This is an optimization exercise on Yosys and OpenROAD, whose aim is small area, a short achievable clock period and few clock cycles per item, not a production implementation. The RTL was checked by simulation tests, not by an equivalence proof against the original design. No activity file was given, so power comes from the tool's default toggle rates.

v6:
## tdes_core
module tdes_core (
  input  wire         clk,
  input  wire         rst,
  input  wire         cmd_valid,
  output wire         cmd_ready,
  input  wire [1:0]   cmd_op,
  input  wire [167:0] cmd_key,
  input  wire [63:0]  cmd_data,
  output reg          out_valid,
  output reg  [63:0]  out_data
);
  function [63:0] des_ip;
    input [63:0] x;
    begin
      des_ip = {
        x[6], x[14], x[22], x[30], x[38], x[46], x[54], x[62],
        x[4], x[12], x[20], x[28], x[36], x[44], x[52], x[60],
        x[2], x[10], x[18], x[26], x[34], x[42], x[50], x[58],
        x[0], x[8], x[16], x[24], x[32], x[40], x[48], x[56],
        x[7], x[15], x[23], x[31], x[39], x[47], x[55], x[63],
        x[5], x[13], x[21], x[29], x[37], x[45], x[53], x[61],
        x[3], x[11], x[19], x[27], x[35], x[43], x[51], x[59],
        x[1], x[9], x[17], x[25], x[33], x[41], x[49], x[57]
      };
    end
  endfunction
  function [63:0] des_fp;
    input [63:0] x;
    begin
      des_fp = {
        x[24], x[56], x[16], x[48], x[8], x[40], x[0], x[32],
        x[25], x[57], x[17], x[49], x[9], x[41], x[1], x[33],
        x[26], x[58], x[18], x[50], x[10], x[42], x[2], x[34],
        x[27], x[59], x[19], x[51], x[11], x[43], x[3], x[35],
        x[28], x[60], x[20], x[52], x[12], x[44], x[4], x[36],
        x[29], x[61], x[21], x[53], x[13], x[45], x[5], x[37],
        x[30], x[62], x[22], x[54], x[14], x[46], x[6], x[38],
        x[31], x[63], x[23], x[55], x[15], x[47], x[7], x[39]
      };
    end
  endfunction
  function [47:0] des_e;
    input [31:0] x;
    begin
      des_e = {
        x[0], x[31], x[30], x[29], x[28], x[27], x[28], x[27],
        x[26], x[25], x[24], x[23], x[24], x[23], x[22], x[21],
  ...
Size in the first run: roughly 280 flip-flops, ~300 I/O pins, roughly 0.018 sq mm of cells after synthesis.
Settings: LEC_CHECK=0, CAP_MARGIN=20, CORE_MARGIN=2, CORE_UTILIZATION=40, CTS_BUF_LIST=sky130_fd_sc_hd__clkbuf_8, SETUP_SLACK_MARGIN=2.0, SLEW_MARGIN=20; clock period 5.0 ns.
standard.sh (not shown) runs the stock make flow with config.mk's settings and CLKGATE_MAP_FILE= SYNTH_SCRIPT=/design/flow/synth_recipe.tcl, a recipe that flattens the netlist after the stock synthesis.
==> flow/flow/run.sh <==
#!/bin/bash
# Standard layout, but the port buffers are the smallest buffer cell.
set -euo pipefail
export BUFFER_PORTS_ARGS="-buffer_cell sky130_fd_sc_hd__buf_1"
bash standard.sh finish > standard_flow.log 2>&1
Testbench counts of v6, summed over its fixed seeds: cycles 146,392, blocks 4,205.
> inputs changed (v6 -> v7)
- SETUP_SLACK_MARGIN changed from 2.0 to 2.5
- CORE_UTILIZATION changed from 40 to 60
## What came out
The share of the cycle needed by the critical path after routing reported for v7 is smaller than that of v6 by 4.9 points. Comparing die span in x for v6 and v7, the smaller number came from v7. v7 vs. v6: die area moved down; required arrival time at the worst endpoint level; summed area of non-filler cells in the final layout moved up; critical path depth moved up. The non-clock buffer count in v7 is 1.4 times that in v6. Per the comparison of v7 with v6, post-CTS setup buffer count went up 72, routed wire length per instance now larger. Comparing v6 and v7, sequential share of layout area is lower on v7.

tdes_core again, from the RTL that the note above started with.
export LEC_CHECK = 0
export ABC_AREA = 1
export CAP_MARGIN = 0
export CORE_MARGIN = 2
export CORE_UTILIZATION = 40
export CTS_BUF_LIST = sky130_fd_sc_hd__clkbuf_8
export SETUP_SLACK_MARGIN = 3.0
export SLEW_MARGIN = 0
export TNS_END_PERCENT = 8
create_clock -name core_clock -period 5.0 [get_ports {clk}]
Scripts as last shown in full above: flow/flow/run.sh
Testbench counts at the start, summed over its fixed seeds: cycles 146,392, blocks 4,205.
==> next run, changes <==
CAP_MARGIN = 20   (was 0)
SETUP_SLACK_MARGIN = 2.7   (was 3.0)
SLEW_MARGIN = 20   (was 0)
TNS_END_PERCENT = 5   (was 8)
Result: The changed run finished clean; final cell count drops by 1.5%; non-clock buffer count fell by 52; routed wire length shrinks by 1.9%.
==> next run, changes <==
ABC_AREA = not set   (was 1)
SETUP_SLACK_MARGIN = 2.5   (was 2.7)
TNS_END_PERCENT = not set   (was 5)
Effect: Synthesized area came out higher by about 2%. Cell count falls by about 19%. Critical path depth climbs by 10.
==> next run, changes <==
ABC_AREA = 1   (was not set)
CAP_MARGIN = 0   (was 20)
CORE_UTILIZATION = 50   (was 40)
SETUP_SLACK_MARGIN = 2.85   (was 2.5)
SLEW_MARGIN = 0   (was 20)
TNS_END_PERCENT = 5   (was not set)
Effect: Routed wire length falls by 0.64%; global-route usage rises by 7.1 points; combinational power rises by about 5.5%; total power rises by about 3%; setup slack gains 370 ps; sequential power rises by about 5%; final cell count rises by about 20%; worst hold slack gains 61 ps.
==> next run, changes <==
CAP_MARGIN = 5   (was 0)
CORE_UTILIZATION = 40   (was 50)
SLEW_MARGIN = 5   (was 0)
Area after synthesis does not change.
Cell count increases by a few percent.
Register-to-register slack stays flat.
Combinational power hardly moves.
Setup slack gains 21 ps.
Sequential cell count does not change.
Clock skew climbs by 35 ps.
First-iteration DRC count drops by a quarter to a third.
Non-clock buffer count goes down by 2.
Die area goes up by a quarter to a third.
==> next run, changes <==
ABC_AREA = not set   (was 1)
CAP_MARGIN = 20   (was 5)
SETUP_SLACK_MARGIN = 3.0   (was 2.85)
SLEW_MARGIN = 20   (was 5)
TNS_END_PERCENT = not set   (was 5)
Result:
- The changed run completed without violations
- die area went up by 2.1%
- worst setup slack gets worse by 330 ps
- hold slack is worse by 4.1 ps
- global-route usage rose by 0.75 points
- first-iteration DRC count grows by 16%
- via count falls by 4.0%
- core utilization went up by 12 points
- design area rose by 26%
- combinational power goes up by 29%

## static timing again, ports no longer ideal
Ports are ideal in the flow. The routed layouts listed here were re-timed in OpenROAD. Step 1 sets driving cells, clkbuf_16 on the clock port and buf_2 on the other inputs (assumed; they add their load-dependent delay and slew). Step 2 adds t to the input delays and takes it off the output delays; t is the mean of the earliest and latest rising clock arrival at the registers after step 1. Input paths then give back, and output paths get back, about the clock's delay inside the block. a / b / c = ideal ports / drivers / drivers and shift; a / b = the first two.
| run | t, ns | setup WS [ns] | worst hold slack (ns) |
|---|---|---|---|
| v6 | 0.669 | 2.063 / 2.063 / 1.993 | 0.456 / 0.456 / 0.456 |
| v7 | 0.640 | 2.308 / 2.308 / 1.847 | 0.448 / 0.448 / 0.448 |
| the first run of note 2 | 0.678 | 2.744 / 2.691 / 2.340 | 0.465 / 0.465 / 0.465 |
| the second run of note 2 | 0.683 | 2.606 / 2.554 / 2.305 | 0.462 / 0.462 / 0.462 |
| the third run of note 2 | 0.694 | 2.341 / 2.341 / 2.102 | 0.454 / 0.454 / 0.454 |
| the fourth run of note 2 | 0.681 | 2.713 / 2.660 / 2.334 | 0.515 / 0.509 / 0.515 |
| the fifth run of note 2 | 0.676 | 2.734 / 2.684 / 2.330 | 0.467 / 0.467 / 0.467 |
| the sixth run of note 2 | 0.701 | 2.406 / 2.406 / 2.073 | 0.462 / 0.462 / 0.462 |
After both steps every run listed still meets setup and hold. The setup slack of v7, which loses most, moves by 0.000 ns with the drivers and by -0.461 ns with both steps.
